Context: an optimization exercise on an open-source flow, tuned for small area, a short achievable clock period and few clock cycles per item. The choices shown serve that exercise and are no tape-out recipe.
Where RTL was checked, it was by simulation tests only, not by an equivalence proof against the original.
The RTL of run 3 was laid out without a check of its function.
Power figures rest on the tool's default switching activity, not on a simulated workload.

==> config.mk <==
export PLATFORM = sky130hd
export DESIGN_NAME = ironfe_sdb
export DESIGN_NICKNAME = ironfe_sdb
export VERILOG_FILES = /design/flow/design.v
export SDC_FILE = /design/flow/constraint.sdc
export NUM_CORES = 4
export LEC_CHECK = 0
export CAP_MARGIN = 20
export CORE_MARGIN = 2
export CORE_UTILIZATION = 40
export SLEW_MARGIN = 20
==> constraint.sdc <==
create_clock -name core_clock -period 10.0 [get_ports {clk}]
set_input_delay 2.0000 -clock core_clock [delete_from_list [all_inputs] [get_ports {clk}]]
set_output_delay 2.0000 -clock core_clock [all_outputs]
set_load 0.01 [all_outputs]
==> design.v <==
module ironfe_sdb (
    input  wire         clk,
    input  wire         rst,           
    input  wire         cmd_valid,
    output wire         cmd_ready,
    input  wire [103:0] cmd_word,
    output wire         rsp_valid,
    output wire [47:0]  rsp_word,
    output wire         src_ready,
    input  wire         src_valid,
    input  wire         src_eos,
    input  wire [7:0]   src_data,
    output wire         src_close,
    output wire         dst_we,
    output wire [30:0]  dst_addr,
    output wire [7:0]   dst_data
);
    localparam [2:0] E_ARG     = 3'd1,
                     E_UNSUP   = 3'd2,
                     E_RUNLIT  = 3'd3,
                     E_RUNLEN  = 3'd4,
                     E_INVCHR  = 3'd5,
                     E_NOSTART = 3'd6,
                     E_NOEND   = 3'd7;
    localparam [7:0] RLE_MARKER = 8'h90;
    localparam [7:0] BH_MARK    = 8'h3A;
    localparam [7:0] BH_LF      = 8'h0A;
    localparam [7:0] BH_CR      = 8'h0D;
    function t6_ok;
        input [7:0] c;
        reg   [3:0] l;
        begin
            l = c[3:0];
            case (c[7:4])
                4'h2:    t6_ok = (l != 4'd0) && (l <= 4'd13);
                4'h3:    t6_ok = (l <= 4'd6) || (l == 4'd8) || (l == 4'd9);
                4'h4:    t6_ok = (l != 4'd15);
                4'h5:    t6_ok = (l <= 4'd6) || (l >= 4'd8 && l <= 4'd11);
                4'h6:    t6_ok = (l <= 4'd6) || (l >= 4'd8 && l <= 4'd13);
                4'h7:    t6_ok = (l <= 4'd2);
                default: t6_ok = 1'b0;
            endcase
        end
    endfunction
    function [5:0] t6_sx;
        input [7:0] c;
        reg   [5:0] base;
        reg         adj;
        begin
            base = 6'd0; adj = 1'b0;
            case (c[6:4])
                3'h2:    base = 6'd63;
                3'h3:    begin base = 6'd13; adj = 1'b1; end
                3'h4:    base = 6'd22;
                3'h5:    begin base = 6'd37; adj = 1'b1; end
                3'h6:    begin base = 6'd48; adj = 1'b1; end
                default: base = 6'd61;
            endcase
            t6_sx = base + {2'b00, c[3:0]} - {5'd0, adj & c[3]};
        end
    endfunction
    reg        idle_q;         
    reg        s_chk;          
    reg        s_eval;         
    reg        bad_q;
    reg        s_fetch;        
    reg        s_count;        
    reg        s_fill;         
    reg        s_start;        
    reg        s_wait;         
    reg        rv_q;           
    reg [2:0]  code_q;
    reg [1:0]  sub_q;
    reg [7:0]  info_q;
    reg [30:0] n_q;            
    reg        cap31_q;
    reg        bad_off_q;
    reg        bad_cnt_q;
    reg        zero_q;
    reg [30:0] a_q;            
    reg [30:0] r_q;            
    reg        we_q;
    reg [7:0]  dd_q;
    reg        sr_q;           
    reg        close_q;
    reg [7:0]  b_q;            
    reg        bv_q;           
    reg        be_q;           
    reg        kind_q;         
    reg        fb_q;
    reg        fl_q;
    reg        bound_q;
    reg        bhend_q;        
    reg [7:0]  last_q;         
    reg        lv_q;           
    reg [7:0]  k_q;            
    reg [1:0]  held_q;         
    assign cmd_ready = idle_q;
    assign rsp_valid = rv_q;
    assign rsp_word  = {1'b0, n_q, info_q, 3'b000, sub_q, code_q};
    assign src_ready = sr_q;
    assign src_close = close_q;
    assign dst_we    = we_q;
    assign dst_addr  = a_q;
    assign dst_data  = dd_q;
    wire [2:0]  op       = cmd_word[2:0];
    wire        fb       = cmd_word[3];
    wire        fl       = cmd_word[4];
    wire [31:0] a_cap    = cmd_word[39:8];
    wire [31:0] a_offset = cmd_word[71:40];
    wire [31:0] a_count  = cmd_word[103:72];
    wire        t0       = idle_q && cmd_valid;
    wire [31:0] ck_a     = {1'b0, a_q};
    wire [31:0] ck_r     = {1'b0, r_q};
    wire [31:0] ck_c     = ~{cap31_q, n_q};
    wire [31:0] ck_s     = ck_a ^ ck_r ^ ck_c;
    wire [31:0] ck_k     = (ck_a & ck_r) | (ck_a & ck_c) | (ck_r & ck_c);
    wire [32:0] ck_t     = {1'b0, ck_s} + {ck_k, 1'b0};
    wire        bad_room = ck_t[32];
    wire        arg_bad  = bad_off_q || bad_cnt_q || bad_q;
    wire        go       = !arg_bad && !zero_q && !(kind_q && bhend_q);
    wire        fire     = sr_q && src_valid;
    wire        has      = bv_q || be_q;
    wire        d_mark   = (b_q == RLE_MARKER);
    wire        d_zero   = (b_q == 8'h00);
    wire        d_one    = (b_q == 8'h01);
    wire        d_two    = (b_q == 8'h02);
    wire        d_colon  = (b_q == BH_MARK);
    wire        d_nl     = (b_q == BH_LF) || (b_q == BH_CR);
    wire        d_ok     = t6_ok(b_q);
    wire [5:0]  sx       = t6_sx(b_q);
    reg  [7:0]  bh_byte;
    reg  [5:0]  bh_acc;
    always @(*) begin
        case (held_q)
            2'd0: begin bh_byte = {2'b00, sx};            bh_acc = sx;                 end
            2'd1: begin bh_byte = {last_q[1:0], sx};      bh_acc = 6'd0;               end
            2'd2: begin bh_byte = {last_q[3:0], sx[5:2]}; bh_acc = {4'd0, sx[1:0]};    end
            default: begin bh_byte = {last_q[5:0], sx[5:4]}; bh_acc = {2'd0, sx[3:0]}; end
        endcase
    end
    wire        bh_emit  = (held_q != 2'd0);
    wire        r_eq1    = (r_q == 31'd1);
    wire        r_eq2    = (r_q == 31'd2);
    wire        r_one    = we_q ? r_eq2 : r_eq1;
    wire        r_ge2    = (r_q[30:1] != 30'd0);
    wire        r_ge3    = r_ge2 && !r_eq2;
    wire        r_ge4    = (r_q[30:2] != 29'd0);
    wire        k_last   = (k_q == 8'd3);
    wire        k_owed   = (k_q >= 8'd3);
    reg        sched;         
    reg        done;          
    reg        to_fetch, to_count, to_fill, to_err;
    reg [7:0]  dd_n;
    reg [2:0]  ecode;
    always @(*) begin
        sched    = 1'b0;
        done     = 1'b0;
        to_fetch = 1'b0;
        to_count = 1'b0;
        to_fill  = 1'b0;
        to_err   = 1'b0;
        ecode    = 3'd0;
        dd_n     = last_q;
        if (s_eval) begin
            if (!go)          done = 1'b1;
            else if (k_owed)  to_fill = 1'b1;
            else              to_fetch = 1'b1;
        end
        if (s_fill) begin
            sched = 1'b1;
            if (r_one)       done = 1'b1;
            else if (k_last) to_fetch = 1'b1;
            else             to_fill = 1'b1;
        end
        if (s_fetch) begin
            to_fetch = 1'b1;
            if (!kind_q) begin
                dd_n = b_q;
                if (be_q) begin
                    to_fetch = 1'b0;
                    done     = 1'b1;
                end else if (bv_q) begin
                    if (d_mark) begin
                        to_fetch = 1'b0;
                        to_count = 1'b1;
                    end else begin
                        sched = 1'b1;
                        if (r_one) begin
                            to_fetch = 1'b0;
                            done     = 1'b1;
                        end
                    end
                end
            end else begin
                dd_n = bh_byte;
                if (be_q) begin
                    to_fetch = 1'b0;
                    to_err   = 1'b1;
                    ecode    = E_NOEND;
                end else if (bv_q) begin
                    if (d_nl) begin
                    end else if (d_colon) begin
                        to_fetch = 1'b0;
                        done     = 1'b1;
                    end else if (!d_ok) begin
                        to_fetch = 1'b0;
                        to_err   = 1'b1;
                        ecode    = E_INVCHR;
                    end else if (bh_emit) begin
                        sched = 1'b1;
                        if (r_one) begin
                            to_fetch = 1'b0;
                            done     = 1'b1;
                        end
                    end
                end
            end
        end
        if (s_count) begin
            to_count = 1'b1;
            dd_n = d_zero ? RLE_MARKER : last_q;
            if (be_q) begin
                to_count = 1'b0;
                to_err   = 1'b1;
                ecode    = E_RUNLEN;
            end else if (bv_q) begin
                to_count = 1'b0;
                if (d_zero) begin
                    sched = 1'b1;
                    if (r_one) done = 1'b1;
                    else       to_fetch = 1'b1;
                end else if (!lv_q) begin
                    to_err = 1'b1;
                    ecode  = E_RUNLIT;
                end else if (d_one) begin
                    to_fetch = 1'b1;
                end else begin
                    sched = 1'b1;
                    if (r_one)      done = 1'b1;
                    else if (d_two) to_fetch = 1'b1;
                    else            to_fill = 1'b1;
                end
            end
        end
    end
    wire        take     = (s_fetch || s_count || s_start) && has;
    wire        full_nx  = fire || (has && !take);
    wire        rn_ge2   = (we_q && sched) ? r_ge4 : (we_q || sched) ? r_ge3 : r_ge2;
    wire        k_last_nx = (s_fill && k_q == 8'd4) ||
                            (s_count && bv_q && lv_q && b_q == 8'd3);
    wire        in_term  = (src_data == BH_MARK) ||
                           !(t6_ok(src_data) || src_data == BH_LF || src_data == BH_CR);
    wire        in_short = (src_data[7:2] == 6'd0) && !(src_data[1] && src_data[0]) &&
                           (lv_q || src_data == 8'h00);
    reg         sr_n;
    always @(*) begin
        sr_n = 1'b0;
        if (to_fetch) begin
            if (!kind_q)
                sr_n = full_nx ? rn_ge2 : 1'b1;
            else
                sr_n = fire ? (rn_ge2 && !in_term) : 1'b1;
        end else if (to_count) begin
            sr_n = fire ? (rn_ge2 && in_short) : 1'b1;
        end else if (to_fill) begin
            sr_n = !full_nx && k_last_nx && rn_ge2;
        end
    end
    wire [30:0] a_p, n_p, r_p;
    assign a_p[0] = 1'b1;
    assign n_p[0] = 1'b1;
    assign r_p[0] = 1'b1;
    genvar gi;
    generate
        for (gi = 1; gi < 31; gi = gi + 1) begin : g_cnt
            assign a_p[gi] = &a_q[gi-1:0];
            assign n_p[gi] = &n_q[gi-1:0];
            assign r_p[gi] = ~|r_q[gi-1:0];
        end
    endgenerate
    always @(posedge clk) begin
        dd_q <= dd_n;
        if (fire)
            b_q <= src_data;
        if (idle_q) begin
            a_q       <= a_offset[30:0];
            r_q       <= a_count[30:0];
            n_q       <= (op == 3'd2) ? a_cap[30:0] : 31'd0;
            cap31_q   <= a_cap[31];
            bad_off_q <= a_offset[31];
            bad_cnt_q <= a_count[31];
            zero_q    <= (a_count == 32'd0);
        end else begin
            a_q <= a_q ^ ({31{we_q}} & a_p);
            r_q <= r_q ^ ({31{we_q}} & r_p);
            if (s_chk || to_err)
                n_q <= 31'd0;
            else
                n_q <= n_q ^ ({31{we_q}} & n_p);
        end
        if (s_fill)
            k_q <= k_q - 8'd1;
        else if (s_count && bv_q && lv_q)
            k_q <= b_q;
        if (s_fetch && bv_q && !kind_q && !d_mark) begin
            last_q <= b_q;
            lv_q   <= 1'b1;
        end
        if (s_count && bv_q && d_zero && fb_q) begin
            last_q <= RLE_MARKER;
            lv_q   <= 1'b1;
        end
        if (s_fetch && bv_q && kind_q && !d_nl) begin
            if (d_colon) begin
                last_q[5:0] <= 6'd0;
                held_q      <= 2'd0;
            end else if (d_ok) begin
                last_q[5:0] <= bh_acc;
                held_q      <= held_q + 2'd3;    
            end
        end
        if (s_fetch && bv_q && kind_q && d_colon)
            bhend_q <= 1'b1;
        if (to_err) begin
            code_q <= ecode;
            info_q <= (ecode == E_INVCHR) ? b_q : 8'd0;
        end
        if (s_chk)
            bad_q <= bad_room;
        if (s_eval && arg_bad) begin
            code_q <= E_ARG;
            sub_q  <= bad_off_q ? 2'd1 : bad_cnt_q ? 2'd2 : 2'd3;
        end
        if (rst) begin
            idle_q  <= 1'b1;
            s_chk   <= 1'b0;
            s_eval  <= 1'b0;
            s_fetch <= 1'b0;
            s_count <= 1'b0;
            s_fill  <= 1'b0;
            s_start <= 1'b0;
            s_wait  <= 1'b0;
            rv_q    <= 1'b0;
            we_q    <= 1'b0;
            sr_q    <= 1'b0;
            bv_q    <= 1'b0;
            be_q    <= 1'b0;
            close_q <= 1'b0;
            bound_q <= 1'b0;
        end else begin
            close_q <= 1'b0;
            rv_q    <= 1'b0;
            we_q    <= sched;
            s_wait  <= done && sched;
            s_chk   <= 1'b0;
            s_eval  <= s_chk;
            bv_q    <= fire ? !src_eos : (bv_q && !take && !idle_q);
            be_q    <= fire ?  src_eos : (be_q && !take && !idle_q);
            if (t0) begin
                idle_q <= 1'b0;
                code_q <= 3'd0;
                sub_q  <= 2'd0;
                info_q <= 8'd0;
                case (op)
                    3'd0, 3'd1: begin
                        kind_q  <= op[0];
                        fb_q    <= fb && !op[0];
                        fl_q    <= fl;
                        lv_q    <= 1'b0;
                        k_q     <= 8'd0;
                        held_q  <= 2'd0;
                        last_q  <= 8'd0;
                        bhend_q <= 1'b0;
                        bound_q <= !op[0];
                        if (op[0]) begin
                            s_start <= 1'b1;
                            sr_q    <= 1'b1;
                        end else begin
                            idle_q <= 1'b1;
                            rv_q   <= 1'b1;
                        end
                    end
                    3'd2: begin
                        s_chk <= 1'b1;
                    end
                    3'd3: begin
                        if (bound_q) begin
                            close_q <= !fl_q;
                            bound_q <= 1'b0;
                        end
                        idle_q <= 1'b1;
                        rv_q   <= 1'b1;
                    end
                    default: begin
                        code_q <= E_UNSUP;
                        idle_q <= 1'b1;
                        rv_q   <= 1'b1;
                    end
                endcase
            end else if (s_start) begin
                sr_q <= sr_q && !fire;
                if (has) begin
                    s_start <= 1'b0;
                    idle_q  <= 1'b1;
                    rv_q    <= 1'b1;
                    if (bv_q && d_colon) begin
                        bound_q <= 1'b1;
                    end else begin
                        code_q <= E_NOSTART;
                        info_q <= be_q ? 8'd0 : b_q;
                    end
                end
            end else if (!idle_q) begin
                s_fetch <= to_fetch;
                s_count <= to_count;
                s_fill  <= to_fill;
                sr_q    <= sr_n;
                if ((done && !sched) || to_err || s_wait) begin
                    idle_q <= 1'b1;
                    rv_q   <= 1'b1;
                end
            end
        end
    end
endmodule
==> flow/run.sh <==
#!/bin/bash
# Standard ORFS layout, with repair_timing asked for more setup slack than
# the design's clock needs and small port buffers.
set -o pipefail
bash standard.sh SETUP_SLACK_MARGIN=6 "BUFFER_PORTS_ARGS=-buffer_cell sky130_fd_sc_hd__buf_1" finish > standard_flow.log 2>&1
==> standard.sh <==
#!/bin/bash
# synth_recipe.tcl (not shown) runs the flow's synth.tcl, then flattens the netlist and writes it again
# the make line also repeats each setting of config.mk as NAME=value (left out here)
make -C /OpenROAD-flow-scripts/flow DESIGN_CONFIG=/design/flow/config.mk WORK_HOME=/design/flow/orfs CLKGATE_MAP_FILE= SYNTH_SCRIPT=/design/flow/synth_recipe.tcl "${@:-finish}"
==> impl_metrics.sql, run 1 <==
INSERT INTO impl_metrics (metric_group, metric, value, unit) VALUES
('logic_synthesis', 'synth-simple-area-share', '0.2012', ''),
('floorplan', 'die_h', '165.2', 'µm'),
('logic_synthesis', 'synthesis.area', '10400', 'µm²'),
('power', 'clock_power_share', '0.346', ''),
('logic_synthesis', 'ys_ff_latch', '165', ''),
('finish', 'mostFrequentLayoutCells', 'sky130_fd_sc_hd__buf_1 (201), sky130_fd_sc_hd__inv_1 (162), sky130_fd_sc_hd__nand2_1 (155)', ''),
('logic_synthesis', 'synth_compound_area_frac', '0.1694', ''),
('floorplan', 'floorplan.initialDensity', '0.4036', ''),
('drt', 'drt-vias-per-instance', '5.193', ''),
('floorplan', 'die-width', '165.2', 'µm'),
('logic_synthesis', 'cells_after_synth', '1282', ''),
('logic_synthesis', 'synth.avg_cell_area', '8.111', 'µm²'),
('floorplan', 'io-pin-count', '209', ''),
('sta', 'finalCriticalPeriod', '3537', 'ps'),
('drt', 'final_antenna_net_count', '0', ''),
('logic_synthesis', 'yosys.area_share.adder', '0.1220', ''),
('power', 'power.density_cell_area', '154.7', 'nW/µm²'),
('grt', 'grt_max_degree', '99', ''),
('sta', 'slew_viol_final', '0', ''),
('logic_synthesis', 'count_of_flip_flops_with_a_built_in_enable_after_synthesis', '16', ''),
('clocking', 'tritoncts_num_sinks', '165', ''),
('finish', 'area.sequential', '3467', 'µm²'),
('power', 'p_comb_frac', '0.219', ''),
('sta', 'fmax', '0.2828', 'GHz'),
('finish', 'multiInputGateArea', '6110', 'µm²'),
('finish', 'fillers', '2567', ''),
('clocking', 'tritoncts.num_buffers', '17', ''),
('worst_setup_path', 'critPathCaptureType', 'flip-flop', ''),
('sta', 'max_slew.worst_pin.slew', '861.6', 'ps'),
('grt', 'globalRoute.totalOverflow', '0', ''),
('drt', 'num_vias', '9348', ''),
('power', 'power_switching', '0.5746', 'mW'),
('grt', 'globalRouteTotalUtil', '0.2107', ''),
('finish', 'nNetsFinal', '1653', ''),
('logic_synthesis', 'synth.mux.area_fraction', '0.01275', ''),
('logic_synthesis', 'synth-seq-area-share', '0.3331', ''),
('logic_synthesis', 'yosys_warnings', '1', ''),
('sta', 'fin_tns_setup', '0', 'ps'),
('worst_setup_path', 'worst_ep_required_time', '10350', 'ps'),
('grt', 'via_count_of_the_first_global_routing_pass', '8964', ''),
('clocking', 'tritoncts_clock_tree', 'done', ''),
('clocking', 'clkLatencyLatePin', '420', 'ps'),
('grt', 'grt_antenna_before_repair', '4', ''),
('drt', 'detail_route.first_pass.iterations', '6', ''),
('clocking', 'cts_hold_buf', '0', ''),
('sta', 'rsz0062_at_grt', 'false', ''),
('finish', 'most_common_library_cell_in_the_layout_ignoring_fill_and_taps', 'sky130_fd_sc_hd__buf_1', ''),
('worst_setup_path', 'critical_path_arrival', '3880', 'ps'),
('grt', 'grt_first_pass_wirelength', '45340', 'µm'),
('flow_run', 'max-cap-violations', '0', ''),
('drt', 'drt_wl_total', '28220', 'µm'),
('run_status', 'run_status', 'finished clean', ''),
('drt', 'average_detailed_routed_wire_length_per_instance', '15.68', 'µm'),
('drt', 'detail_route.drc_violations', '0', ''),
('drt', 'detail_route.iter0.violations', '655', ''),
('power', 'vdd_drop_max', '0.00009122', 'V'),
('finish', 'drive_gt1_frac', '0.03825', ''),
('logic_synthesis', 'synth_top_family_by_area', 'simple AND/OR/NAND/NOR gates', ''),
('logic_synthesis', 'async_flop_share', '0', ''),
('sta', 'worst_rel_slew_slack', '0.4256', ''),
('clocking', 'clk_tree_root_cell', 'sky130_fd_sc_hd__clkbuf_16', ''),
('logic_synthesis', 'synthXorXnorAreaFrac', '0.08001', ''),
('place', 'routabilityCongestion', '0.8928', ''),
('clocking', 'max-clock-path-buffers', '2', ''),
('worst_setup_path', 'worstSetupPathType', 'reg -> reg', ''),
('worst_setup_path', 'critical_path.startpoint_type', 'flip-flop', ''),
('power', 'leakagePower', '4.879', 'nW'),
('worst_setup_path', 'ff2ff_setup_slack', '6460', 'ps'),
('min_path', 'worst_hold_class', 'reg -> reg', ''),
('floorplan', 'dieArea', '27300', 'µm²'),
('floorplan', 'rows', '59', '');
-- logic make-up after synthesis --
family	count (synthesis)
AOI/OAI and AO/OA	282
other	1
DFF	165
and+or+nand+nor	425
muxes	13
adders and majority gates	83
buffers and inverters	218
xor gates and xnor gates	95
-- final timing paths --
| kind | start | endpoint | depth (start not counted) |
|---|---|---|---|
| setup / recovery | b_q[4]$_DFFE_PP_ | n_q[3]$_DFF_P_ | 7 |
| hold / removal | fl_q$_DFFE_PP_ | close_q$_SDFF_PP0_ | 1 |
| setup reg to reg | b_q[4]$_DFFE_PP_ | n_q[3]$_DFF_P_ | 7 |
| hold reg to reg | fl_q$_DFFE_PP_ | close_q$_SDFF_PP0_ | 1 |
-- sequential cells by signal (all words and copies together) (netlist names), 2 cells and up --
name,count
a_q,31
n_q,31
r_q,31
b_q,8
dd_q,8
info_q,8
k_q,8
last_q,8
code_q,3
held_q,2
sub_q,2
-- power by group through the flow --
stage | Clock (mW) | Sequential (mW) | Combinational (mW)
final | 0.640 | 0.804 | 0.405
after detailed placement | 0 | 0.818 | 0.408
after CTS | 0.654 | 0.803 | 0.412
after floorplan | 0 | 0.799 | 0.301
after global routing | 0.681 | 0.815 | 0.474
after global placement | 0 | 0.816 | 0.400
-- synthesized netlist by cell type, drive strengths merged (3+ instances only) --
cell type / number / area, µm²
nand3: 30 / 150.1
a221oi: 6 / 52.55
nand2b: 12 / 75.07
buf: 9 / 60.05
and4: 3 / 26.28
a21oi: 52 / 260.3
clkbuf: 46 / 172.7
edfxtp: 16 / 480.5
xnor2: 72 / 630.6
o31ai: 6 / 45.04
and3: 11 / 70.07
o21a: 5 / 37.54
nor4: 28 / 211.5
o21ai: 113 / 565.5
nand2: 155 / 581.8
ha: 51 / 638.1
and2: 4 / 25.03
or4: 9 / 78.82
fa: 31 / 620.6
a21o: 19 / 142.6
a31oi: 12 / 81.33
inv: 163 / 611.8
or3: 8 / 50.05
nand3b: 4 / 30.03
nor3: 19 / 100.1
a22oi: 6 / 45.04
nand4: 24 / 150.1
nor2b: 10 / 62.56
nor2: 92 / 345.3
o211ai: 6 / 45.04
or2: 4 / 25.02
dfxtp: 149 / 2983
a211oi: 20 / 160.2
xor2: 23 / 201.4
mux2i: 11 / 110.1
a22o: 10 / 87.58
-- final cells by class --
| class | count | share of cell area |
|---|---|---|
| Multi-Input combinational cell | 902 | 0.5111 |
| Sequential cell | 165 | 0.2900 |
| Timing Repair Buffer | 205 | 0.06563 |
| Inverter | 163 | 0.05118 |
| Clock buffer | 22 | 0.04072 |
| Tap cell | 335 | 0.03506 |
| Clock inverter | 7 | 0.006071 |
| Antenna cell | 1 | 0.0002093 |
-- worst max-delay path, cell delays in order (launching register included) --
cell                       delay (ps)
sky130_fd_sc_hd__edfxtp_1         630
sky130_fd_sc_hd__or4_4            670
sky130_fd_sc_hd__a211oi_2         380
sky130_fd_sc_hd__nor2_1           170
sky130_fd_sc_hd__a31oi_2          290
sky130_fd_sc_hd__nand3_1          240
sky130_fd_sc_hd__or3_2            780
sky130_fd_sc_hd__o21ai_0          260
-- per-layer routing --
| metal | GRT usage | up-vias | routed length (µm) |
|---|---|---|---|
| met3 | 0.04371 | 43 | 1516 |
| met4 | 0.06877 | 4 | 535 |
| met1 | 0.2608 | 4351 | 12290 |
| met2 | 0.3655 | 251 | 13850 |
| met5 | 0 | - | 26 |
| li1 | - | 4699 | - |
-- per-stage QoR --
| stage | power, mW | instances | utilization | cell area (µm²) | setup WS (ps) |
|---|---|---|---|---|---|
| 6_report | 1.849 | 1800 | 0.4640 | 11950 | 6463 |
| 5_1_grt | 1.969 | 1799 | 0.4639 | 11950 | 6207 |
| 4_1_cts | 1.868 | 1799 | 0.4638 | 11950 | 6345 |
| 3_5_place_dp | 1.226 | 1770 | 0.4421 | 11390 | 6213 |
| 3_3_place_gp | 1.216 | 1770 | 0.4421 | 11390 | 6238 |
| 2_1_floorplan | 1.100 | 1285 | - | 10410 | 6511 |
Testbench counts, summed over its fixed seeds: cycles 190,245, bytes 160,962.
==> run 2: changes to the inputs <==
==> flow/run.sh (replaced) <==
#!/bin/bash
# Standard ORFS layout, with repair_timing asked for more setup slack than
# the design's clock needs and small port buffers.
set -o pipefail
bash standard.sh SETUP_SLACK_MARGIN=7 "BUFFER_PORTS_ARGS=-buffer_cell sky130_fd_sc_hd__buf_1" finish > standard_flow.log 2>&1
==> impl_metrics.sql, run 2 <==
INSERT INTO impl_metrics (metric_group, metric, value, unit) VALUES
('sta', 'final.period_utilization', '0.2985', ''),
('worst_setup_path', 'worstSetupPathType', 'in -> reg', ''),
('floorplan', 'core-area', '25760', 'µm²'),
('drt', 'drt_wl_total', '30360', 'µm'),
('floorplan', 'die_h', '165.2', 'µm'),
('finish', 'registers_with_the_most_flip_flops', 'a_q (31), n_q (31), r_q (31)', ''),
('power', 'power_frac_seq', '0.419', ''),
('floorplan', 'dieArea', '27300', 'µm²'),
('sta', 'timing_hold_violations_final', '0', ''),
('sta', 'fin_worst_hold_slack', '416.0', 'ps'),
('grt', 'grt_antenna_before_repair', '4', ''),
('worst_setup_path', 'largest_fanout_of_any_net_on_the_critical_path', '7', ''),
('flow_run', 'max-cap-violations', '0', ''),
('logic_synthesis', 'synthesis.area', '10400', 'µm²'),
('finish', 'drive_gt1_frac', '0.1700', ''),
('power', 'power.switching_fraction', '0.3298', ''),
('sta', 'worst_rel_slew_slack', '0.3368', ''),
('clocking', 'htree_levels', '4', ''),
('place', 'port_buffers', '201', ''),
('clocking', 'max-clock-path-buffers', '2', ''),
('power', 'clock_power_share', '0.344', ''),
('worst_setup_path', 'reg2reg_path_depth', '16', ''),
('drt', 'num_vias', '9642', ''),
('clocking', 'clkLatencyLatePin', '440', 'ps'),
('grt', 'grt_max_degree', '111', ''),
('grt', 'globalRouteTotalUtil', '0.2245', ''),
('finish', 'nNetsFinal', '1698', ''),
('floorplan', 'io-pin-count', '209', ''),
('logic_synthesis', 'ys_top_cells_by_area', 'sky130_fd_sc_hd__dfxtp_1 (29%), sky130_fd_sc_hd__ha_1 (6.1%), sky130_fd_sc_hd__xnor2_1 (6.1%), sky130_fd_sc_hd__fa_1 (6.0%), sky130_fd_sc_hd__inv_1 (5.8%)', ''),
('finish', 'final_design_utilization', '0.4957', ''),
('clocking', 'tritoncts_clock_tree', 'done', ''),
('finish', 'most_common_library_cell_in_the_layout_ignoring_fill_and_taps', 'sky130_fd_sc_hd__inv_1', ''),
('sta', 'worst_setup_skew_after_layout', '14.66', 'ps'),
('logic_synthesis', 'synth.avg_cell_area', '8.111', 'µm²'),
('drt', 'detail_route.iter0.violations', '624', ''),
('clocking', 'cts_hold_buf', '0', ''),
('run_status', 'run_status', 'finished clean', ''),
('min_path', 'worst_hold_class', 'reg -> reg', ''),
('logic_synthesis', 'synth_cell_types', '80', ''),
('logic_synthesis', 'commonest_cells_in_the_netlist', 'sky130_fd_sc_hd__inv_1 (162), sky130_fd_sc_hd__nand2_1 (155), sky130_fd_sc_hd__dfxtp_1 (149)', ''),
('power', 'vdd_drop_max', '0.00009934', 'V'),
('clocking', 'cts.clk_slew.worst_paths', '70', 'ps'),
('sta', 'max_slew.worst_pin.slew', '994.9', 'ps'),
('place', 'routabilityCongestion', '0.8487', ''),
('drt', 'final_antenna_net_count', '0', ''),
('power', 'cell_internal_pwr', '1.271', 'mW'),
('logic_synthesis', 'synth_top_cell_by_area', 'sky130_fd_sc_hd__dfxtp_1', ''),
('clocking', 'clk_tree_root_cell', 'sky130_fd_sc_hd__clkbuf_16', ''),
('clocking', 'tritoncts.num_buffers', '17', ''),
('worst_setup_path', 'critical_path_arrival', '3320', 'ps'),
('clocking', 'tritoncts_num_sinks', '165', ''),
('drt', 'detail_route.first_pass.iterations', '5', ''),
('worst_setup_path', 'critPathCaptureType', 'flip-flop', ''),
('sta', 'slew_viol_final', '0', ''),
('min_path', 'hold_start', 'fl_q$_DFFE_PP_', ''),
('grt', 'grt_first_pass_wirelength', '47900', 'µm'),
('worst_setup_path', 'cp-startpoint', 'src_data[3]', ''),
('worst_setup_path', 'worst_r2r_endpoint', 'dd_q[2]$_DFF_P_', ''),
('logic_synthesis', 'synth-seq-area-share', '0.3331', ''),
('drt', 'drt-vias-per-instance', '5.218', ''),
('power', 'p_comb_frac', '0.237', ''),
('worst_setup_path', 'ff2ff_setup_slack', '7060', 'ps'),
('logic_synthesis', 'synthFlopType', 'sky130_fd_sc_hd__dfxtp_1', ''),
('floorplan', 'floorplan.initialDensity', '0.4036', ''),
('sta', 'fmax', '0.3350', 'GHz'),
('logic_synthesis', 'cells_after_synth', '1282', ''),
('finish', 'area_delta_synth_final', '22.80', '%'),
('drt', 'average_detailed_routed_wire_length_per_instance', '16.43', 'µm'),
('logic_synthesis', 'async_flop_share', '0', ''),
('power', 'power_switching', '0.6252', 'mW'),
('place', 'dp_hpwl', '22090', 'µm'),
('worst_setup_path', 'worst_setup_path_endpoint', 'sr_q$_SDFFE_PP0P_', ''),
('sta', 'setup_viol', '0', ''),
('logic_synthesis', 'synthDominantCellAreaShare', '0.2868', ''),
('logic_synthesis', 'ys_ff_latch', '165', ''),
('worst_setup_path', 'critical_path.startpoint_type', 'input pin', ''),
('drt', 'detail_route.drc_violations', '0', ''),
('worst_setup_path', 'regToRegStartpoint', 'b_q[5]$_DFFE_PP_', ''),
('power', 'leakagePower', '5.420', 'nW'),
('worst_setup_path', 'worst_ep_required_time', '10340', 'ps'),
('floorplan', 'die-width', '165.2', 'µm'),
('sta', 'finalCriticalPeriod', '2985', 'ps'),
('grt', 'globalRoute.totalOverflow', '0', ''),
('floorplan', 'rows', '59', ''),
('sta', 'rsz0062_at_grt', 'true', ''),
('finish', 'mostFrequentLayoutCells', 'sky130_fd_sc_hd__inv_1 (162), sky130_fd_sc_hd__nand2_1 (155), sky130_fd_sc_hd__buf_1 (141)', ''),
('sta', 'fin_tns_setup', '0', 'ps'),
('logic_synthesis', 'yosys_warnings', '1', ''),
('logic_synthesis', 'yosysMostFrequentCell', 'sky130_fd_sc_hd__inv_1', ''),
('logic_synthesis', 'count_of_flip_flops_with_a_built_in_enable_after_synthesis', '16', ''),
('grt', 'via_count_of_the_first_global_routing_pass', '9330', ''),
('power', 'power.density_cell_area', '148.5', 'nW/µm²');
[run 2: cell counts after synthesis]
Identical to the previous run, type by type.
[run 2: power groups by stage]
| stage | registers (mW) | logic [mW] | clock network, mW |
|---|---|---|---|
| floorplan | 0.799 | 0.303 | 0 |
| global placement | 0.816 | 0.402 | 0 |
| detailed placement | 0.817 | 0.411 | 0 |
| CTS | 0.797 | 0.438 | 0.664 |
| global route | 0.806 | 0.520 | 0.691 |
| finish | 0.795 | 0.449 | 0.652 |
[run 2: kinds of logic (layout without fill, tap and decap cells)]
logic type / count (synthesis) / after routing / share of synthesized area
AND/OR/NAND/NOR: 425 / 427 / 0.2012
AO/OA/AOI/OAI: 282 / 282 / 0.1694
buffers and inverters: 218 / 443 / 0.08122
flip-flops: 165 / 165 / 0.3331
XOR/XNOR: 95 / 95 / 0.08001
adder cells (fa/ha/maj): 83 / 83 / 0.1220
multiplexers: 13 / 13 / 0.01275
other: 1 / 5 / 0.0003606
[run 2: critical path, cell delays in order]
cell	delay (ps)
sky130_fd_sc_hd__buf_4	140
sky130_fd_sc_hd__o21ai_2	140
sky130_fd_sc_hd__a211oi_2	80
sky130_fd_sc_hd__or4b_4	490
sky130_fd_sc_hd__a41oi_2	220
sky130_fd_sc_hd__nor3_2	60
sky130_fd_sc_hd__o31ai_1	190
[run 2: what timing repair did]
item,in CTS,in global routing
setup endpoints to repair,130,99
cloned,2,0
resized for setup,121,81
setup buffers,26,16
pin swaps,12,18
endpoints found under the hold margin,0,0
[run 2: worst min path at each step]
stage | end | slack, ps | cells past startpoint
after detailed placement | close_q$_SDFF_PP0_ | 410 | 1
final | close_q$_SDFF_PP0_ | 420 | 1
after CTS | close_q$_SDFF_PP0_ | 420 | 1
after floorplan | close_q$_SDFF_PP0_ | 390 | 1
after global placement | close_q$_SDFF_PP0_ | 410 | 1
after global routing | close_q$_SDFF_PP0_ | 430 | 1
[run 2: final cells by class]
cell class	count	area, µm²
Fill cell	2540	12990
Multi-Input combinational cell	904	6347
Sequential cell	165	3617
Timing Repair Buffer	248	1195
Inverter	163	614.3
Clock buffer	19	464.2
Tap cell	335	419.2
Clock inverter	13	110.1
Antenna cell	1	2.502
[run 2: routing by layer]
metal	up-vias	routed length, µm	track usage
li1	4809	-	-
met1	4504	13110	0.2748
met2	268	14860	0.3928
met3	55	1576	0.04720
met4	6	782	0.07312
met5	-	31	0
[run 2: per-stage QoR]
stage	worst slack, ps	cells	power, mW	instance area (µm²)
after floorplan	6725	1285	1.102	10450
after global placement	6300	1771	1.218	11430
after detailed placement	6290	1771	1.229	11430
after CTS	6995	1831	1.899	12460
after global routing	6898	1847	2.017	12770
final	7015	1848	1.896	12770
==> run 3: changes to the inputs <==
--- a/design.v
+++ b/design.v
@@ -67,7 +67,6 @@
     reg        s_count;        
     reg        s_fill;         
     reg        s_start;        
-    reg        s_wait;         
     reg        rv_q;           
     reg [2:0]  code_q;
     reg [1:0]  sub_q;
@@ -140,12 +139,10 @@
         endcase
     end
     wire        bh_emit  = (held_q != 2'd0);
-    wire        r_eq1    = (r_q == 31'd1);
+    wire        r_one    = (r_q == 31'd1);
     wire        r_eq2    = (r_q == 31'd2);
-    wire        r_one    = we_q ? r_eq2 : r_eq1;
     wire        r_ge2    = (r_q[30:1] != 30'd0);
     wire        r_ge3    = r_ge2 && !r_eq2;
-    wire        r_ge4    = (r_q[30:2] != 29'd0);
     wire        k_last   = (k_q == 8'd3);
     wire        k_owed   = (k_q >= 8'd3);
     reg        sched;         
@@ -244,9 +241,8 @@
             end
         end
     end
-    wire        take     = (s_fetch || s_count || s_start) && has;
-    wire        full_nx  = fire || (has && !take);
-    wire        rn_ge2   = (we_q && sched) ? r_ge4 : (we_q || sched) ? r_ge3 : r_ge2;
+    wire        full_nx  = fire;
+    wire        rn_ge2   = sched ? r_ge3 : r_ge2;
     wire        k_last_nx = (s_fill && k_q == 8'd4) ||
                             (s_count && bv_q && lv_q && b_q == 8'd3);
     wire        in_term  = (src_data == BH_MARK) ||
@@ -281,8 +277,7 @@
     endgenerate
     always @(posedge clk) begin
         dd_q <= dd_n;
-        if (fire)
-            b_q <= src_data;
+        b_q <= src_data;
         if (idle_q) begin
             a_q       <= a_offset[30:0];
             r_q       <= a_count[30:0];
@@ -293,11 +288,11 @@
             zero_q    <= (a_count == 32'd0);
         end else begin
             a_q <= a_q ^ ({31{we_q}} & a_p);
-            r_q <= r_q ^ ({31{we_q}} & r_p);
+            r_q <= r_q ^ ({31{sched}} & r_p);
             if (s_chk || to_err)
                 n_q <= 31'd0;
             else
-                n_q <= n_q ^ ({31{we_q}} & n_p);
+                n_q <= n_q ^ ({31{sched}} & n_p);
         end
         if (s_fill)
             k_q <= k_q - 8'd1;
@@ -340,7 +335,6 @@
             s_count <= 1'b0;
             s_fill  <= 1'b0;
             s_start <= 1'b0;
-            s_wait  <= 1'b0;
             rv_q    <= 1'b0;
             we_q    <= 1'b0;
             sr_q    <= 1'b0;
@@ -352,11 +346,10 @@
             close_q <= 1'b0;
             rv_q    <= 1'b0;
             we_q    <= sched;
-            s_wait  <= done && sched;
             s_chk   <= 1'b0;
             s_eval  <= s_chk;
-            bv_q    <= fire ? !src_eos : (bv_q && !take && !idle_q);
-            be_q    <= fire ?  src_eos : (be_q && !take && !idle_q);
+            bv_q    <= fire && !src_eos;
+            be_q    <= fire &&  src_eos;
             if (t0) begin
                 idle_q <= 1'b0;
                 code_q <= 3'd0;
@@ -416,7 +409,7 @@
                 s_count <= to_count;
                 s_fill  <= to_fill;
                 sr_q    <= sr_n;
-                if ((done && !sched) || to_err || s_wait) begin
+                if (done || to_err) begin
                     idle_q <= 1'b1;
                     rv_q   <= 1'b1;
                 end
==> impl_metrics.sql, run 3 <==
INSERT INTO impl_metrics (metric_group, metric, value, unit) VALUES
('sta', 'final.period_utilization', '0.2975', ''),
('grt', 'grt_antenna_before_repair', '3', ''),
('clocking', 'tritoncts.num_buffers', '17', ''),
('sta', 'timing_hold_violations_final', '0', ''),
('sta', 'worst_rel_slew_slack', '0.3382', ''),
('drt', 'num_vias', '9894', ''),
('clocking', 'tritoncts_clock_tree', 'done', ''),
('floorplan', 'die_h', '165.9', 'µm'),
('floorplan', 'floorplan.initialDensity', '0.4046', ''),
('flow_run', 'max-cap-violations', '0', ''),
('logic_synthesis', 'synthFlopType', 'sky130_fd_sc_hd__dfxtp_1', ''),
('power', 'power.density_cell_area', '152.4', 'nW/µm²'),
('worst_setup_path', 'crit_path_cell_trace', 'buf_2', ''),
('logic_synthesis', 'async_flop_share', '0', ''),
('floorplan', 'core-area', '25910', 'µm²'),
('worst_setup_path', 'reg2reg_path_depth', '14', ''),
('sta', 'rsz0062_at_grt', 'true', ''),
('place', 'port_buffers', '201', ''),
('worst_setup_path', 'regToRegStartpoint', 'b_q[5]$_DFF_P_', ''),
('logic_synthesis', 'synth.avg_cell_area', '8.064', 'µm²'),
('finish', 'mostFrequentLayoutCells', 'sky130_fd_sc_hd__inv_1 (159), sky130_fd_sc_hd__nand2_1 (139), sky130_fd_sc_hd__buf_1 (138)', ''),
('finish', 'nNetsFinal', '1715', ''),
('logic_synthesis', 'synthDominantCellAreaShare', '0.2979', ''),
('min_path', 'timing.hold.worst_endpoint', 'close_q$_SDFF_PP0_', ''),
('finish', 'most_common_library_cell_in_the_layout_ignoring_fill_and_taps', 'sky130_fd_sc_hd__inv_1', ''),
('worst_setup_path', 'worst_ep_required_time', '8000', 'ps'),
('sta', 'finalCriticalPeriod', '2975', 'ps'),
('worst_setup_path', 'timing.critical_path.max_delay_family', 'flip-flops', ''),
('drt', 'drt-vias-per-instance', '5.294', ''),
('clocking', 'max-clock-path-buffers', '2', ''),
('min_path', 'hold_start', 'fl_q$_DFFE_PP_', ''),
('clocking', 'clk_tree_root_cell', 'sky130_fd_sc_hd__clkbuf_16', ''),
('logic_synthesis', 'commonest_cells_in_the_netlist', 'sky130_fd_sc_hd__inv_1 (160), sky130_fd_sc_hd__dfxtp_1 (156), sky130_fd_sc_hd__nand2_1 (140)', ''),
('grt', 'via_count_of_the_first_global_routing_pass', '9204', ''),
('finish', 'registers_with_the_most_flip_flops', 'a_q (31), n_q (31), r_q (31)', ''),
('sta', 'setup_viol', '0', ''),
('logic_synthesis', 'synth_cell_types', '78', ''),
('clocking', 'cts.clk_slew.worst_paths', '70', 'ps'),
('drt', 'detail_route.drc_violations', '0', ''),
('logic_synthesis', 'yosys_warnings', '1', ''),
('finish', 'post_layout_nonfiller_instances', '1869', ''),
('place', 'placedCellCount', '1787', ''),
('power', 'leakagePower', '5.347', 'nW'),
('power', 'vdd_drop_max', '0.00008575', 'V'),
('clocking', 'tritoncts_num_sinks', '164', ''),
('floorplan', 'die-width', '165.9', 'µm'),
('worst_setup_path', 'max_stage_delay', '380', 'ps'),
('grt', 'grt_max_degree', '113', ''),
('worst_setup_path', 'critPathCaptureType', 'primary output', ''),
('worst_setup_path', 'worst_r2r_endpoint', 'dd_q[2]$_DFF_P_', ''),
('place', 'dp_worst_setup_slack', '6379', 'ps'),
('logic_synthesis', 'count_of_flip_flops_with_a_built_in_enable_after_synthesis', '8', ''),
('grt', 'globalRoute.totalOverflow', '0', ''),
('worst_setup_path', 'worstSetupPathType', 'reg -> out', ''),
('drt', 'final_antenna_net_count', '0', ''),
('sta', 'post_route_worst_setup_slack', '7025', 'ps'),
('logic_synthesis', 'synthesis.area', '10480', 'µm²'),
('logic_synthesis', 'ys_top_cells_by_area', 'sky130_fd_sc_hd__dfxtp_1 (30%), sky130_fd_sc_hd__xnor2_1 (6.5%), sky130_fd_sc_hd__fa_1 (5.9%), sky130_fd_sc_hd__ha_1 (5.8%), sky130_fd_sc_hd__inv_1 (5.7%)', ''),
('worst_setup_path', 'critical_path.slowest_cell', 'sky130_fd_sc_hd__dfxtp_1', ''),
('worst_setup_path', 'critical_path_arrival', '980', 'ps'),
('clocking', 'clkLatencyLatePin', '450', 'ps'),
('logic_synthesis', 'synth_top_cell_by_area', 'sky130_fd_sc_hd__dfxtp_1', ''),
('sta', 'worst_setup_skew_after_layout', '15.33', 'ps'),
('min_path', 'hold-path-cell-count', '1', ''),
('grt', 'globalRouteTotalUtil', '0.2212', ''),
('sta', 'max_slew.worst_pin.slew', '992.8', 'ps'),
('drt', 'detail_route.first_pass.iterations', '5', ''),
('floorplan', 'rows', '59', ''),
('sta', 'fin_tns_setup', '0', 'ps'),
('finish', 'fillers', '2546', ''),
('grt', 'grt_first_pass_wirelength', '49110', 'µm'),
('place', 'dp_hpwl', '22770', 'µm'),
('run_status', 'run_status', 'finished clean', ''),
('worst_setup_path', 'critical_path.startpoint_type', 'flip-flop', ''),
('floorplan', 'dieArea', '27520', 'µm²'),
('logic_synthesis', 'ys_ff_latch', '164', ''),
('min_path', 'worst_hold_class', 'reg -> reg', ''),
('sta', 'slew_viol_final', '0', ''),
('drt', 'average_detailed_routed_wire_length_per_instance', '16.97', 'µm'),
('finish', 'area_delta_synth_final', '23.12', '%'),
('clocking', 'cts_hold_buf', '0', ''),
('worst_setup_path', 'worst-path-buf-inv', '1', ''),
('logic_synthesis', 'cells_after_synth', '1300', ''),
('floorplan', 'io-pin-count', '209', ''),
('worst_setup_path', 'ff2ff_setup_slack', '7090', 'ps'),
('finish', 'drive_gt1_frac', '0.1822', ''),
('place', 'routabilityCongestion', '0.8706', ''),
('clocking', 'htree_levels', '4', ''),
('sta', 'fmax', '0.3361', 'GHz'),
('worst_setup_path', 'largest_fanout_of_any_net_on_the_critical_path', '2', ''),
('logic_synthesis', 'yosysMostFrequentCell', 'sky130_fd_sc_hd__inv_1', ''),
('logic_synthesis', 'synth-seq-area-share', '0.3208', ''),
('drt', 'drt_wl_total', '31730', 'µm'),
('drt', 'detail_route.iter0.violations', '603', '');
-- run 3: changes by cell type after synthesis, sizes merged, moves of 7 or more --
cell	change
clkbuf	-8
nand2	-14
nand3	+8
edfxtp	-8
buf	+12
nor3	+33
nor4	-7
a21oi	+13
dfxtp	+7
-- run 3: how the worst max path moves through the flow --
stage,from,endpoint,cells after the start
after floorplan,rst,info_q[0]$_DFF_P_,6
after global placement,b_q[1]$_DFF_P_,n_q[7]$_DFF_P_,7
after detailed placement,b_q[1]$_DFF_P_,n_q[6]$_DFF_P_,7
after CTS,b_q[0]$_DFF_P_,n_q[15]$_DFF_P_,7
after global routing,src_data[0],sr_q$_SDFFE_PP0P_,7
final,sub_q[1]$_DFF_P_,rsp_word[4],1
-- run 3: logic make-up after synthesis --
| family | synth area share |
|---|---|
| and+or+nand+nor | 0.2126 |
| AOI/OAI and AO/OA | 0.1700 |
| buffers and inverters | 0.08366 |
| DFF | 0.3208 |
| xor gates and xnor gates | 0.07937 |
| adders and majority gates | 0.1186 |
| muxes | 0.01468 |
| other | 0.0003577 |
-- run 3: final cells by class --
cell class | instances | area (µm²) | share of cell area
clock inverters | 14 | 138.9 | 0.01076
inverters | 162 | 618.1 | 0.04789
repair buffers | 254 | 1249 | 0.09674
flip-flops and latches | 164 | 3535 | 0.2738
diodes | 3 | 7.507 | 0.0005816
clock buffers | 18 | 439.2 | 0.03402
well taps | 335 | 419.2 | 0.03247
multi-input cells | 919 | 6501 | 0.5037
-- run 3: per-stage QoR --
| step | area (µm²) | total power, mW | hold slack, ps | util |
|---|---|---|---|---|
| 5_1_grt | 12900 | 2.083 | 431.2 | 0.4979 |
| 4_1_cts | 12460 | 1.959 | 415.9 | 0.4810 |
| 2_1_floorplan | 10640 | 1.142 | 390.3 | - |
| 3_5_place_dp | 11560 | 1.281 | 405.8 | 0.4463 |
| 3_3_place_gp | 11560 | 1.271 | 400.1 | 0.4463 |
| 6_report | 12910 | 1.967 | 411.7 | 0.4981 |
-- run 3: power by group --
group	total, mW	internal (mW)	switching, mW
clock	0.665	0.339	0.327
sequential	0.796	0.721	0.0759
combinational	0.505	0.220	0.285
-- run 3: repair_timing --
item	4_1_cts	5_1_grt
setup buffers	13	33
gates cloned	0	1
endpoints found under the setup margin	116	103
gates resized for setup	134	64
pin swaps	4	11
-- run 3: metal layers --
layer / vias to the layer above / GRT usage / wire [µm]
met4: 0 / 0.06087 / 634
met2: 307 / 0.3832 / 15300
li1: 4889 / - / -
met5: - / 0 / 0
met3: 39 / 0.04361 / 2045
met1: 4659 / 0.2808 / 13750

## afterwards: timing with drivers on the ports
Ports are ideal in the flow. The routed layouts listed here were re-timed in OpenROAD. Step 1 sets driving cells, clkbuf_16 on the clock port and buf_2 on the other inputs (assumed; they add their load-dependent delay and slew). Step 2 adds t to the input delays and takes it off the output delays; t is the mean of the earliest and latest rising clock arrival at the registers after step 1. Input paths then give back, and output paths get back, about the clock's delay inside the block. Slacks: ideal / step 1 / step 2; pairs: ideal / step 1.
run | t, ns | setup slack, ns | worst slew at a driven data input, ns
run 1 | 0.465 | 6.463 / 6.463 / 6.133 | 0.06
run 2 | 0.476 | 7.015 / 6.988 / 6.550 | 0.08
run 3 | 0.485 | 7.025 / 6.977 / 6.612 | 0.08
After both steps every run listed still meets setup and hold. For run 2, which loses most, drivers alone change the setup slack by -0.027 ns; drivers and shift together by -0.465 ns.
